Background: an optimization exercise with open tools, aiming at small area, a short achievable clock period and few clock cycles. Do not read the settings as production practice. The RTL was checked by simulation tests, not by an equivalence proof against the original design. Power is estimated from default activity; no workload was simulated.

## try-nickel
==> flow/design.v <==
module xvcd_clkdiv (
    input  wire        clk,
    input  wire        rst,           
    input  wire        in_valid,
    output reg         in_ready,
    input  wire [31:0] in_hz,         
    input  wire        in_hs,         
    output reg         out_valid,
    input  wire        out_ready,
    output wire [15:0] out_divisor,
    output wire [31:0] out_achieved,  
    output reg         out_base_high,
    output reg         out_clamped,
    output reg         out_err        
);
    localparam [22:0] M_STD = 23'd5_999_999;    
    localparam [2:0] S_WAIT  = 3'd0,    
                     S_SETUP = 3'd3,    
                     S_DIV1  = 3'd1,    
                     S_DIV2  = 3'd2,    
                     S_TAB   = 3'd4;    
    reg  [2:0]  state;
    reg         held;        
    reg  [22:0] rem;         
    reg  [4:0]  cnt;         
    reg  [22:0] den;         
    reg  [24:0] quo;         
    reg         m_bit;       
    reg  [4:0]  qlen;        
    reg         r_small;     
    wire waiting = (state == S_WAIT);
    wire setup   = (state == S_SETUP);
    wire accept  = in_valid && in_ready;
    assign out_divisor = den[15:0];
    reg [24:0] tab;
    always @(*) begin
        if (out_base_high)
            tab = den[2] ? 25'd6_000_000 :
                  den[1] ? (den[0] ? 25'd7_500_000  : 25'd10_000_000)
                         : (den[0] ? 25'd15_000_000 : 25'd30_000_000);
        else if (den[3])
            tab = den[2] ? (den[1] ? (den[0] ? 25'd375_000 : 25'd400_000)
                                   : (den[0] ? 25'd428_572 : 25'd461_539))
                         : (den[1] ? (den[0] ? 25'd500_000 : 25'd545_455)
                                   : (den[0] ? 25'd600_000 : 25'd666_667));
        else
            tab = den[2] ? (den[1] ? (den[0] ? 25'd750_000   : 25'd857_143)
                                   : (den[0] ? 25'd1_000_000 : 25'd1_200_000))
                         : (den[1] ? (den[0] ? 25'd1_500_000 : 25'd2_000_000)
                                   : (den[0] ? 25'd3_000_000 : 25'd6_000_000));
    end
    assign out_achieved = {7'd0, quo};
    wire [18:0] inc_c;
    assign inc_c[0] = 1'b1;
    genvar g;
    generate
        for (g = 0; g < 18; g = g + 1) begin : g_inc
            assign inc_c[g + 1] = &quo[g:0];
        end
    endgenerate
    wire [17:0] quo_inc = quo[17:0] ^ inc_c[17:0];
    function automatic ge_c(input [24:0] x, input [24:0] c);
        integer j;
        reg     r;
        begin
            r = 1'b1;
            for (j = 0; j < 25; j = j + 1)
                r = c[j] ? (x[j] & r) : (x[j] | r);
            ge_c = r;
        end
    endfunction
    wire [24:0] p_hz  = {cnt[1:0], rem};    
    wire        p_big = cnt[2];             
    wire        p_hs  = cnt[3];
    wire ge_92    = p_big | ge_c(p_hz, 25'd92);
    wire ge_2457  = p_big | ge_c(p_hz, 25'd2457);
    wire ge_6m    = p_big | ge_c(p_hz, 25'd6_000_000);
    wire gt_6m    = p_big | ge_c(p_hz, 25'd6_000_001);
    wire gt_30m   = p_big | ge_c(p_hz, 25'd30_000_001);
    wire ge_30m   = p_big | ge_c(p_hz, 25'd30_000_000);
    wire ge_15m   = p_big | ge_c(p_hz, 25'd15_000_000);
    wire ge_10m   = p_big | ge_c(p_hz, 25'd10_000_000);
    wire ge_7m5   = p_big | ge_c(p_hz, 25'd7_500_000);
    wire high     = p_hs & gt_6m;
    wire [2:0] hdiv = ge_30m ? 3'd0 : ge_15m ? 3'd1 : ge_10m ? 3'd2 :
                      ge_7m5 ? 3'd3 : 3'd4;
    wire is_div   = ge_92 & !ge_6m;
    reg [4:0] r_len;
    integer   i;
    always @(*) begin
        r_len = 5'd1;
        for (i = 1; i < 23; i = i + 1)
            if (rem[i]) r_len = i[4:0] + 5'd1;
    end
    wire [4:0]  len      = setup ? r_len : qlen + 5'd1;
    reg [4:0]  k_start;
    reg [22:0] rem_init;
    reg        m_init;
    always @(*) begin
        k_start  = 5'd0;
        rem_init = 23'd0;
        m_init   = 1'b0;
        for (i = 0; i < 23; i = i + 1)
            if (len == i[4:0] + 5'd1) begin
                k_start  = 5'd22 - i[4:0];
                rem_init = M_STD >> (23 - i);
                m_init   = M_STD[22 - i];
            end
    end
    wire [4:0]  cnt_dec = cnt - 5'd1;
    wire [23:0] rem_sh  = {rem, m_bit};
    wire [25:0] rem_add = {1'b0, rem_sh, 1'b1} + {2'b11, ~den, state != S_DIV2};
    wire [24:0] rem_sub = rem_add[25:1];
    wire        q_bit   = !rem_sub[24];
    wire [22:0] rem_nxt = q_bit ? rem_sub[22:0] : rem_sh[22:0];
    wire [24:0] q_next  = {6'd0, quo[17:0], q_bit};
    wire [24:0] q_fin   = q_bit ? {6'd0, quo_inc, 1'b0} : {6'd0, quo[17:0], 1'b1};
    wire        last    = (cnt == 5'd0);
    wire        quo_nz  = (quo[18:0] != 19'd0);
    wire        big_q   = (quo[18:3] != 16'd0);    
    wire        start2  = (state == S_DIV1) && last && big_q && !r_small;
    always @(posedge clk) begin
        if (waiting) begin
            if (accept) begin
                rem   <= in_hz[22:0];
                cnt   <= {1'b0, in_hs, in_hz[31:25] != 7'd0, in_hz[24:23]};
            end
        end else if (setup || start2) begin
            rem   <= rem_init;
            cnt   <= k_start;
            m_bit <= m_init;
        end else begin
            rem   <= rem_nxt;
            cnt   <= cnt_dec;
            m_bit <= M_STD[cnt_dec];
        end
    end
    always @(posedge clk) begin
        if (rst) begin
            state     <= S_WAIT;
            held      <= 1'b0;
            in_ready  <= 1'b1;
            out_valid <= 1'b0;
        end else begin
            case (state)
            S_WAIT: begin
                if (out_ready)
                    out_valid <= 1'b0;
                if ((accept || held) && (!out_valid || out_ready)) begin
                    held     <= 1'b0;
                    in_ready <= 1'b0;
                    state    <= S_SETUP;
                end else if (accept) begin
                    held     <= 1'b1;
                    in_ready <= 1'b0;
                end
            end
            S_SETUP: begin
                quo           <= 25'd0;
                qlen          <= 5'd0;
                den           <= rem;
                r_small       <= !ge_2457;
                out_err       <= !ge_92;
                out_base_high <= high;
                out_clamped   <= p_hs ? gt_30m : gt_6m;
                if (is_div) begin
                    state     <= S_DIV1;
                end else if (ge_6m) begin
                    den       <= high ? {20'd0, hdiv} : 23'd0;
                    state     <= S_TAB;
                end else begin
                    out_valid <= 1'b1;
                    in_ready  <= 1'b1;
                    state     <= S_WAIT;
                end
            end
            S_DIV1: begin
                if (last) begin
                    den <= q_next[15:0];
                    quo <= 25'd0;
                    if (start2) begin
                        state <= S_DIV2;
                    end else if (!r_small) begin
                        state <= S_TAB;
                    end else begin
                        quo       <= {2'd0, den};
                        out_valid <= 1'b1;
                        in_ready  <= 1'b1;
                        state     <= S_WAIT;
                    end
                end else begin
                    quo  <= q_next;
                    qlen <= quo_nz ? qlen + 5'd1 : {4'd0, q_bit};
                end
            end
            S_DIV2: begin
                quo <= q_next;
                if (last) begin
                    quo       <= q_fin;
                    out_valid <= 1'b1;
                    in_ready  <= 1'b1;
                    state     <= S_WAIT;
                end
            end
            default: begin   
                quo       <= tab;
                out_valid <= 1'b1;
                in_ready  <= 1'b1;
                state     <= S_WAIT;
            end
            endcase
        end
    end
endmodule
Settings: LEC_CHECK=0, ABC_CLOCK_PERIOD_IN_PS=3200, CAP_MARGIN=20, CORE_MARGIN=2, CORE_UTILIZATION=50, PLACE_DENSITY=0.65, SETUP_SLACK_MARGIN=4.8, SLEW_MARGIN=20; clock period 8.0 ns.
standard.sh (not shown) runs the stock make flow with config.mk's settings and CLKGATE_MAP_FILE= SYNTH_SCRIPT=/design/flow/synth_recipe.tcl, a recipe that flattens the netlist after the stock synthesis.
==> flow/flow/run.sh <==
#!/bin/bash
# The standard layout (the standard.sh), with the port buffers that
# buffer_ports inserts at placement made the smallest plain buffer; the
# resizer still upsizes them where timing needs it.
set -euo pipefail
export BUFFER_PORTS_ARGS="-buffer_cell sky130_fd_sc_hd__buf_1"
bash standard.sh > standard.log 2>&1
try-nickel finished every step from synthesis to the final layout, and the layout passed the timing, design-rule and antenna checks.
Testbench counts of try-nickel, summed over its fixed seeds: cycles 16,329.
#### Input delta (try-umber over try-nickel)
- PLACE_DENSITY now 0.6, was 0.65
- CORE_UTILIZATION now 40, was 50
- SETUP_SLACK_MARGIN now 4.7, was 4.8
- ABC_CLOCK_PERIOD_IN_PS now 3300, was 3200
==> flow/run.sh (new file) <==
#!/bin/bash
# synth_recipe.tcl (not shown) runs the flow's synth.tcl, then flattens the netlist and writes it again
# the make line also repeats each setting of config.mk as NAME=value (left out here)
make -C /OpenROAD-flow-scripts/flow DESIGN_CONFIG=/design/flow/config.mk WORK_HOME=/design/flow/orfs CLKGATE_MAP_FILE= SYNTH_SCRIPT=/design/flow/synth_recipe.tcl finish
removed: flow/flow/run.sh
removed: flow/standard.sh
Findings:
- try-umber went all the way through the flow, and no timing, DRC or antenna check failed.
- Status: final clock period utilization by the worst path parity (try-umber, try-nickel)
- Routed length on met1, try-umber vs try-nickel: up by a few percent
- try-umber ended up with quo[15]$_DFFE_PP_ as its destination of the critical timing path; try-nickel ended up with quo[18]$_DFFE_PP_.
- Relative to try-nickel, global-route usage has decreased by 6.2 points in try-umber.
- Changes observed in try-umber relative to try-nickel: via count of the routed design went down about 1.3%, post-synthesis to final-layout area growth went up 6.4 points, total chip power went up about 1.3%, final routed wirelength across all metal layers went down 150 um.
- try-umber vs try-nickel: total of clock buffers placed in the layout down
- Diff try-nickel -> try-umber | part of the total power dissipated in the clock network | increase of 0.9 points
- Average wire per standard cell, try-umber vs try-nickel: down by a few percent
- Status: number of nets in the finished design parity (try-nickel, try-umber)
[inputs] try-violet vs try-umber
- a change of PLACE_DENSITY from 0.6 to 0.65
- a change of CORE_UTILIZATION from 40 to 50
==> flow/flow/run.sh (new file) <==
#!/bin/bash
# The standard layout (the standard.sh), with the port buffers that
# buffer_ports inserts at placement made the smallest plain buffer; the
# resizer still upsizes them where timing needs it.
set -euo pipefail
export BUFFER_PORTS_ARGS="-buffer_cell sky130_fd_sc_hd__buf_1"
bash standard.sh > standard.log 2>&1
==> flow/standard.sh (new file) <==
#!/bin/bash
# synth_recipe.tcl (not shown) runs the flow's synth.tcl, then flattens the netlist and writes it again
# the make line also repeats each setting of config.mk as NAME=value (left out here)
make -C /OpenROAD-flow-scripts/flow DESIGN_CONFIG=/design/flow/config.mk WORK_HOME=/design/flow/orfs CLKGATE_MAP_FILE= SYNTH_SCRIPT=/design/flow/synth_recipe.tcl "${@:-finish}"
removed: flow/run.sh
[summary]
Between try-violet and try-umber, it is try-violet whose final-layout fill cell count is lower, by 23%. On transition time at the pin with the least slew margin: between try-umber and try-violet, it ends up lower for try-violet. | area occupied by multi-input gates | try-violet vs try-umber | 0.47% lower |. Against try-umber, the final cell area of try-violet is lower. Across try-umber and try-violet, none had a timing, DRC or antenna violation.
Inputs modified between try-violet and try-cedar:
- CORE_UTILIZATION changed from 50 to 40
- PLACE_DENSITY changed from 0.65 to 0.6
Findings:
The final layouts of try-violet and try-cedar pass the timing, design-rule and antenna checks. Re non-filler instance count after layout: try-violet was lower than try-cedar. try-cedar ends up with a maximum clock frequency that is 0.47% lower than in try-violet. Looking only at post-route total power, and setting everything else aside, the lower value of try-violet and try-cedar goes to try-violet. Via count ends up higher on try-cedar. Re boundary pin count: no difference whatsoever between try-cedar and try-violet. On via-per-instance ratio: between try-violet and try-cedar, it ends up lower for try-cedar.
For try-xenon, these inputs were changed with respect to try-cedar:
- swapping 3300 for 3400 in ABC_CLOCK_PERIOD_IN_PS
- swapping 40 for 50 in CORE_UTILIZATION
- swapping 0.6 for 0.65 in PLACE_DENSITY
- swapping 4.7 for 4.6 in SETUP_SLACK_MARGIN
==> run summary <==
Per the final summary, try-xenon finished and its layout is clean on timing, DRC and antenna.
| clock skew | try-cedar vs try-xenon | ≈ equal |
try-xenon vs try-cedar on total iterations of the first detailed-routing run: try-xenon is the lower one.
[try-xenon vs try-cedar] number of cells traversed by the worst register-to-register path: lower in try-xenon
Looking at first-iteration DRC count, try-xenon sits 62 below try-cedar.

separate check: timing with driven ports:
How much do the figures lean on ideal ports? The routed layouts below were timed once more, with nothing changed but the port constraints. Step 1 (the two cells are an assumption about what drives the block):
set clk [get_ports {clk}]
set_driving_cell -lib_cell sky130_fd_sc_hd__clkbuf_16 $clk
set_driving_cell -lib_cell sky130_fd_sc_hd__buf_2 [delete_from_list [all_inputs] $clk]
Step 2 moves the port delays by t, midway between the first and last clock arrival at a register: inputs arrive t later, outputs are due t later. That takes back most of the time a late clock gives input paths. Three values: no drivers, after step 1, after step 2; two values: the first two.
run	t, ns	setup WS [ns]	clock arrival spread, ns	slew at the worst register clock pin (ns)	cell pins on the clock port's net
try-nickel	0.407	4.797 / 4.797 / 4.797	0.014 / 0.013	0.08 / 0.08	1
try-umber	0.404	4.807 / 4.791 / 4.619	0.006 / 0.006	0.07 / 0.07	1
try-violet	0.406	4.825 / 4.825 / 4.825	0.012 / 0.012	0.08 / 0.08	1
try-cedar	0.410	4.810 / 4.810 / 4.810	0.014 / 0.014	0.08 / 0.08	1
try-xenon	0.407	4.687 / 4.687 / 4.687	0.014 / 0.014	0.08 / 0.08	1
After both steps setup and hold are still met in every run listed. The setup slack of try-umber, which loses most, moves by -0.016 ns with the drivers and by -0.188 ns with both steps.
